Context: an optimization exercise on an open-source flow, tuned for small area, a short achievable clock period and few clock cycles per item. The choices shown serve that exercise and are no tape-out recipe.
In this exercise RTL edits were held to simulation tests only and were not proved equivalent to the original.
Power and IR drop assume default switching activity.

==> flow/design.v (excerpt) <==
module curve_tangler (
    input  wire        clk,
    input  wire        rst,         
    input  wire        cmd_valid,
    output wire        cmd_ready,
    input  wire [1:0]  cmd_op,
    input  wire [63:0] cmd_arg,
    output wire        rsp_valid,
    input  wire        rsp_ready,
    output wire [63:0] rsp_data
);
    reg  valid;
    assign cmd_ready = ~valid | rsp_ready;
    assign rsp_valid = valid;
    wire hil = cmd_op[1];
    wire det = cmd_op[0];
    wire ent = hil & ~det;           
    wire [31:0] ax = cmd_arg[63:32];
    wire [31:0] ay = cmd_arg[31:0];
    wire [31:0] u, s, lm01, lm10, lv0, lv1;
    genvar k;
    generate for (k = 0; k < 32; k = k + 1) begin : g_leaf
        assign u[k]    = det ? cmd_arg[2*k+1] : ax[k];
        assign s[k]    = det ? cmd_arg[2*k] : (ax[k] ^ ay[k]);
        assign lm01[k] = ent & s[k];
        assign lm10[k] = ent & ~s[k];
        assign lv0[k]  = hil & s[k] & u[k];
        assign lv1[k]  = hil & ~(s[k] | u[k]);
    end endgenerate
    wire t0c_1;
    assign t0c_1 = (lv0[31] ^ (lm01[30] & lv1[31]) ^ lv0[30]);
    wire t0p_2;
    assign t0p_2 = ((lm10[30] & lv0[31]) ^ lv1[31] ^ lv1[30]);
    wire pm_3;
    assign pm_3 = ~((lm01[28] & lm10[29]));
    wire pm_4;
    assign pm_4 = (lm01[29] ^ lm01[28]);
  ...
export LEC_CHECK = 0
export ABC_AREA = 1
export ABC_CLOCK_PERIOD_IN_PS = 1500
export CAP_MARGIN = 20
export CORE_MARGIN = 2
export CORE_UTILIZATION = 40
export GPL_ROUTABILITY_DRIVEN = 1
export GPL_TIMING_DRIVEN = 1
export PLACE_DENSITY = 0.6
export SLEW_MARGIN = 20
create_clock -name core_clock -period 10.0 [get_ports {clk}]
standard.sh (not shown) runs the stock make flow with config.mk's settings and CLKGATE_MAP_FILE= SYNTH_SCRIPT=/design/flow/synth_recipe.tcl, a recipe that flattens the netlist after the stock synthesis.
==> flow/flow/run.sh <==
#!/bin/bash
# The standard layout, with these changes to how it is made:
#  - if flow/abc_area.script exists, ABC maps the logic with it
#  - the setup repair aims at the slack margin in flow/margin.txt
#  - the port buffers are sky130_fd_sc_hd__buf_2
# Registers, constraints and clock period are those of the standard flow.
set -euo pipefail
MARGIN=$(cat flow/margin.txt)
rm -rf scripts_x
cp -r "$FLOW_HOME/scripts" scripts_x
if [[ -f flow/abc_area.script ]]; then
  cp flow/abc_area.script scripts_x/abc_area.script
fi
bash standard.sh "SCRIPTS_DIR=$PWD/scripts_x" "SETUP_SLACK_MARGIN=$MARGIN" \
  "BUFFER_PORTS_ARGS=-buffer_cell sky130_fd_sc_hd__buf_2" finish > flow_make.log 2>&1
==> flow/flow/margin.txt <==
5
The first run completed with no timing, DRC or antenna violations.
Testbench counts at the start, summed over its fixed seeds: cycles 8,008, items 8,000.
Edit:
==> flow/flow/run.sh (replaced) <==
#!/bin/bash
set -euo pipefail
MARGIN=$(cat flow/margin.txt)
bash standard.sh "SETUP_SLACK_MARGIN=$MARGIN" "BUFFER_PORTS_ARGS=-buffer_cell sky130_fd_sc_hd__buf_2" finish > flow_make.log 2>&1
==> flow/flow/margin.txt (replaced) <==
6
ABC_CLOCK_PERIOD_IN_PS = not set   (was 1500)
Result:
- The new run passed the timing, DRC and antenna checks
- worst setup slack improves by 27 ps
- final area is higher by 24%
- count of clock-buffer cells in the layout is unchanged
- critical path depth is higher by 3
- die area is unchanged
- final cell count is higher by 5.6%
- total power is higher by 18%
- synthesized cell count does not change
- global-route usage is higher by 5.6 points
Edit:
==> flow/flow/run.sh (replaced) <==
#!/bin/bash
# The standard layout, with three changes to how it is made:
#  - ABC maps the logic with the area script in flow/abc_area.script (amap)
#  - the setup repair aims at the slack margin in flow/margin.txt
#  - the port buffers are sky130_fd_sc_hd__buf_2
# Registers, constraints and clock period are those of the standard flow.
set -euo pipefail
MARGIN=$(cat flow/margin.txt)
rm -rf scripts_x
cp -r "$FLOW_HOME/scripts" scripts_x
cp flow/abc_area.script scripts_x/abc_area.script
bash standard.sh "SCRIPTS_DIR=$PWD/scripts_x" "SETUP_SLACK_MARGIN=$MARGIN" \
  "BUFFER_PORTS_ARGS=-buffer_cell sky130_fd_sc_hd__buf_2" finish > flow_make.log 2>&1
==> flow/flow/abc_area.script (new file) <==
strash
dch
amap
topo
stime -c
buffer -c
upsize -c
dnsize -c
==> flow/flow/margin.txt (replaced) <==
5
Outcome: The changed run produced a clean layout. Total power is lower by 22%. Global-route usage decreases by 3.3 points. Routed wire length falls by 25%. Hold slack degrades by 330 ps. Sequential cell count is unchanged. Design area shrinks by about 26%.

---

lagoon:
curve_tangler, a different RTL version from the one above (not shown whole).
Size in the first run: roughly 1900 cells after synthesis, about 81 flip-flops, roughly 140 I/O pins.
export LEC_CHECK = 0
export ABC_AREA = 1
export CAP_MARGIN = 20
export CORE_MARGIN = 2
export CORE_UTILIZATION = 40
export GPL_ROUTABILITY_DRIVEN = 1
export GPL_TIMING_DRIVEN = 1
export PLACE_DENSITY = 0.6
export SLEW_MARGIN = 20
create_clock -name core_clock -period 10.0 [get_ports {clk}]
==> flow/flow/run.sh <==
#!/bin/bash
# The standard layout, with these changes to how it is made:
#  - synthesis maps the logic between the registers and the rsp_data outputs
#    with flow/abc_post.script (ABC area mapping, amap), and the rest of the
#    logic with the standard ABC area script (flow/patch_synth.py)
#  - the setup repair aims at the slack margin in flow/margin.txt
#  - the port buffers are sky130_fd_sc_hd__buf_1
# Registers, constraints and clock period are those of the standard flow.
# make's output goes to flow_make.log; each step's log is under orfs/logs.
set -euo pipefail
MARGIN=$(cat flow/margin.txt)
rm -rf scripts_x
cp -r "$FLOW_HOME/scripts" scripts_x
cp flow/abc_post.script scripts_x/abc_post.script
python3 flow/patch_synth.py scripts_x > patch_synth.log 2>&1
bash standard.sh "SCRIPTS_DIR=$PWD/scripts_x" "SETUP_SLACK_MARGIN=$MARGIN" \
  "BUFFER_PORTS_ARGS=-buffer_cell sky130_fd_sc_hd__buf_1" finish > flow_make.log 2>&1
==> flow/flow/abc_post.script <==
strash
dch
amap -m
topo
stime -c
buffer -c
upsize -c
dnsize -c
==> flow/flow/margin.txt <==
5.05
==> flow/flow/patch_synth.py <==
#!/usr/bin/env python3
"""Patch a copy of ORFS's scripts/synth.tcl: map the logic between the
registers and the rsp_data outputs with flow/abc_post.script (area mapping)
before the usual ABC call maps the rest of the logic with the standard script.
usage: patch_synth.py SCRIPTS_DIR"""
import sys
p = sys.argv[1] + "/synth.tcl"
s = open(p).read()
a = """  log_cmd abc {*}$abc_args
} else {"""
b = """  # the logic from the registers to the response outputs is mapped for area
  # with abc_post.script; the rest of the logic with the standard script
  select -set post_cone o:rsp_data %ci*:-sky130_fd_sc_hd__edfxtp_1:-sky130_fd_sc_hd__dfxtp_1
  select -set post_gates @post_cone t:\\$_* %i
  puts "post-register gates mapped for area: [llength [split [string trim [tee -q -s result.string select -list @post_gates]] "\\n"]]"
  set abc_args_post [lreplace $abc_args 1 1 $::env(SCRIPTS_DIR)/abc_post.script]
  log_cmd abc {*}$abc_args_post @post_gates
  log_cmd abc {*}$abc_args
} else {"""
if s.count(a) != 1:
    sys.exit("patch_synth.py: anchor not found in " + p)
open(p, "w").write(s.replace(a, b))
lagoon: all stages complete, timing, DRC and antenna checks passed
Testbench counts of lagoon, summed over its fixed seeds: cycles 8,008, items 8,000.
Input-level comparison between yarrow and lagoon:
==> flow/flow/run.sh <==
#!/bin/bash
# The standard layout, with these changes to how it is made:
#  - if flow/abc_area.script exists, ABC maps the logic with it
#  - the setup repair aims at the slack margin in flow/margin.txt
#  - the port buffers are sky130_fd_sc_hd__buf_2
# Registers, constraints and clock period are those of the standard flow.
set -euo pipefail
MARGIN=$(cat flow/margin.txt)
rm -rf scripts_x
cp -r "$FLOW_HOME/scripts" scripts_x
if [[ -f flow/abc_area.script ]]; then
  cp flow/abc_area.script scripts_x/abc_area.script
fi
bash standard.sh "SCRIPTS_DIR=$PWD/scripts_x" "SETUP_SLACK_MARGIN=$MARGIN" \
  "BUFFER_PORTS_ARGS=-buffer_cell sky130_fd_sc_hd__buf_2" finish > flow_make.log 2>&1
==> flow/flow/margin.txt <==
4.5
removed: flow/flow/abc_post.script
removed: flow/flow/patch_synth.py
## What came out
Of yarrow and lagoon, it is yarrow that has the lower end-of-flow core utilization. Going from lagoon to yarrow, total wire length shrank by a few percent. Cell count: yarrow higher than lagoon. Taking lagoon over yarrow, the filler cell count ratio works out to 0.947. yarrow against lagoon; total power consumption of the routed design is down slightly. Portion of the post-synthesis area used by sequential elements, lagoon and yarrow, lower one = yarrow. Compared with lagoon, via count normalized by instance count in yarrow decreased by a few percent. Diff lagoon -> yarrow | design internal power | down slightly.
Modified inputs, harbor compared to yarrow
==> flow/flow/run.sh <==
#!/bin/bash
# The standard layout, with these changes to how it is made:
#  - synthesis maps the logic between the registers and the rsp_data outputs
#    with flow/abc_post.script (ABC area mapping, amap), and the rest of the
#    logic with the standard ABC area script (flow/patch_synth.py)
#  - the setup repair aims at the slack margin in flow/margin.txt
#  - the port buffers are sky130_fd_sc_hd__buf_1
# Registers, constraints and clock period are those of the standard flow.
# make's output goes to flow_make.log; each step's log is under orfs/logs.
set -euo pipefail
MARGIN=$(cat flow/margin.txt)
rm -rf scripts_x
cp -r "$FLOW_HOME/scripts" scripts_x
cp flow/abc_post.script scripts_x/abc_post.script
python3 flow/patch_synth.py scripts_x > patch_synth.log 2>&1
bash standard.sh "SCRIPTS_DIR=$PWD/scripts_x" "SETUP_SLACK_MARGIN=$MARGIN" \
  "BUFFER_PORTS_ARGS=-buffer_cell sky130_fd_sc_hd__buf_1" finish > flow_make.log 2>&1
==> flow/flow/abc_post.script (new file) <==
strash
dch
amap -m
topo
stime -c
buffer -c
upsize -c
dnsize -c
==> flow/flow/margin.txt <==
4.95
==> flow/flow/patch_synth.py (new file) <==
#!/usr/bin/env python3
"""Patch a copy of ORFS's scripts/synth.tcl: map the logic between the
registers and the rsp_data outputs with flow/abc_post.script (area mapping)
before the usual ABC call maps the rest of the logic with the standard script.
usage: patch_synth.py SCRIPTS_DIR"""
import sys
p = sys.argv[1] + "/synth.tcl"
s = open(p).read()
a = """  log_cmd abc {*}$abc_args
} else {"""
b = """  # the logic from the registers to the response outputs is mapped for area
  # with abc_post.script; the rest of the logic with the standard script
  select -set post_cone o:rsp_data %ci*:-sky130_fd_sc_hd__edfxtp_1:-sky130_fd_sc_hd__dfxtp_1
  select -set post_gates @post_cone t:\\$_* %i
  puts "post-register gates mapped for area: [llength [split [string trim [tee -q -s result.string select -list @post_gates]] "\\n"]]"
  set abc_args_post [lreplace $abc_args 1 1 $::env(SCRIPTS_DIR)/abc_post.script]
  log_cmd abc {*}$abc_args_post @post_gates
  log_cmd abc {*}$abc_args
} else {"""
if s.count(a) != 1:
    sys.exit("patch_synth.py: anchor not found in " + p)
open(p, "w").write(s.replace(a, b))
==> run summary <==
Looking at number of buffer and inverter stages on the critical path across yarrow and harbor, the one that comes out higher is yarrow. harbor ends up with a portion of total power attributed to combinational logic that is 3.3 points lower than in yarrow. Relative to yarrow, count of instances resized after the clock tree is built has gone up in harbor. Portion of the layout cell area used by non-clock buffers was higher in the run labelled harbor. yarrow and harbor ended up with roughly the same first-pass GRT wire length. Overall die area: harbor lower than yarrow.
> inputs changed (harbor -> indigo)
==> flow/flow/run.sh <==
#!/bin/bash
# The standard layout, with these changes to how it is made:
#  - if flow/abc_area.script exists, ABC maps the logic with it
#  - the setup repair aims at the slack margin in flow/margin.txt
#  - the port buffers are sky130_fd_sc_hd__buf_1
# Registers, constraints and clock period are those of the standard flow.
set -euo pipefail
MARGIN=$(cat flow/margin.txt)
rm -rf scripts_x
cp -r "$FLOW_HOME/scripts" scripts_x
if [[ -f flow/abc_area.script ]]; then
  cp flow/abc_area.script scripts_x/abc_area.script
fi
bash standard.sh "SCRIPTS_DIR=$PWD/scripts_x" "SETUP_SLACK_MARGIN=$MARGIN" \
  "BUFFER_PORTS_ARGS=-buffer_cell sky130_fd_sc_hd__buf_1" finish > flow_make.log 2>&1
==> flow/flow/margin.txt <==
5
removed: flow/flow/abc_post.script
removed: flow/flow/patch_synth.py
--- outcome ---
Diff harbor -> indigo | via count of the first global-routing pass | up slightly
Compared with harbor, indigo shows a higher layout cell share with drive strength beyond 1.
Layout-stage area growth over the synthesis result was higher in the run labelled harbor.
Re cell count: harbor and indigo aren't equal, and the lower value belongs to harbor.
Edits applied to the flow inputs when going from indigo to xenon:
diff --git a/flow/flow/run.sh b/flow/flow/run.sh
--- a/flow/flow/run.sh
+++ b/flow/flow/run.sh
@@ -4,3 +4,3 @@
 #  - the setup repair aims at the slack margin in flow/margin.txt
-#  - the port buffers are sky130_fd_sc_hd__buf_1
+#  - the port buffers are sky130_fd_sc_hd__buf_2
 # Registers, constraints and clock period are those of the standard flow.
@@ -14,2 +14,2 @@
 bash standard.sh "SCRIPTS_DIR=$PWD/scripts_x" "SETUP_SLACK_MARGIN=$MARGIN" \
-  "BUFFER_PORTS_ARGS=-buffer_cell sky130_fd_sc_hd__buf_1" finish > flow_make.log 2>&1
+  "BUFFER_PORTS_ARGS=-buffer_cell sky130_fd_sc_hd__buf_2" finish > flow_make.log 2>&1
[summary]
- From indigo to xenon the numbers moved as follows: highest attainable clock frequency fell by about 0.47%, power rose by about 4.4%, detailed route wirelength on metal3 fell by 2.5%, critical path depth rose by 10.
- xenon vs. indigo: final worst-path cycle share went up by 0.22 points.
- xenon | stages: all done | timing, DRC, antenna: all pass
- In the metrics for indigo and xenon, the one carrying the higher design area is xenon.
- From indigo to xenon the numbers moved as follows: instance count after placement with tap cells included flat, fraction of power spent switching nets fell by 1.4 points.
- Cmp indigo and xenon / total wirelength of the detailed-routed design / higher: xenon
- ~same sequential power in indigo and xenon
- Clock power, indigo and xenon: lower on indigo
Inputs modified between xenon and quartz:
- setting CTS_CLUSTER_SIZE to 50 for the first time
- setting CTS_CLUSTER_DIAMETER to 100 for the first time
diff --git a/flow/flow/run.sh b/flow/flow/run.sh
--- a/flow/flow/run.sh
+++ b/flow/flow/run.sh
@@ -4,3 +4,3 @@
 #  - the setup repair aims at the slack margin in flow/margin.txt
-#  - the port buffers are sky130_fd_sc_hd__buf_2
+#  - the port buffers are sky130_fd_sc_hd__buf_1
 # Registers, constraints and clock period are those of the standard flow.
@@ -14,2 +14,2 @@
 bash standard.sh "SCRIPTS_DIR=$PWD/scripts_x" "SETUP_SLACK_MARGIN=$MARGIN" \
-  "BUFFER_PORTS_ARGS=-buffer_cell sky130_fd_sc_hd__buf_2" finish > flow_make.log 2>&1
+  "BUFFER_PORTS_ARGS=-buffer_cell sky130_fd_sc_hd__buf_1" finish > flow_make.log 2>&1
==> flow/flow/margin.txt <==
4.95
## What came out
quartz ends up with a placed cell area that is about 1.4% lower than in xenon. Between quartz and xenon, the relative area of clock buffers and inverters in the final design figures differ only marginally. Comparing xenon and quartz, the lower minimum setup slack in the final design is on xenon. On quartz: routed wire length is 840 µm lower than what xenon gave. quartz improves on xenon in post-route minimum period. Summary — ratio of final minimum period to clock period, quartz relative to xenon: lower, by 0.22 points. Via count delta (quartz − xenon): favourable. Measured against each other, xenon and quartz differ in worst hold margin, the higher figure coming from xenon.

separate check: timing with driven ports:
How much do the figures lean on ideal ports? The routed layouts below were timed once more, with nothing changed but the port constraints.
Step 1, drivers: a clkbuf_16 drives clk and a buf_2 each remaining input, both assumed.
Step 2 adds t to the input delays and takes it off the output delays; t is the mean of the earliest and latest rising clock arrival at the registers after step 1. Input paths then give back, and output paths get back, about the clock's delay inside the block.
Three values: ideal, step 1, step 2; two values: the first two.
run	t (ns)	setup WS [ns]	hold slack, ns	cell pins on the clock port's net
the first run of note 1	0.404	5.130 / 4.946 / 4.541	0.735 / 0.735 / 0.735	1
the second run of note 1	0.400	5.157 / 4.919 / 4.519	0.971 / 0.971 / 0.971	1
the third run of note 1	0.399	4.240 / 4.125 / 3.727	0.640 / 0.640 / 0.640	1
lagoon	0.373	5.126 / 5.081 / 4.831	1.118 / 1.118 / 1.118	1
yarrow	0.369	4.856 / 4.859 / 4.490	0.957 / 0.957 / 0.957	1
harbor	0.372	5.119 / 5.078 / 4.773	0.982 / 0.982 / 0.982	1
indigo	0.371	5.223 / 5.132 / 4.761	0.579 / 0.579 / 0.579	1
xenon	0.378	5.201 / 5.047 / 4.670	0.933 / 0.933 / 0.933	1
quartz	0.376	5.223 / 5.124 / 4.748	0.901 / 0.901 / 0.901	1
After both steps setup and hold are still met in every run listed. The setup slack of the second run of note 1, which loses most, moves by -0.238 ns with the drivers and by -0.638 ns with both steps.
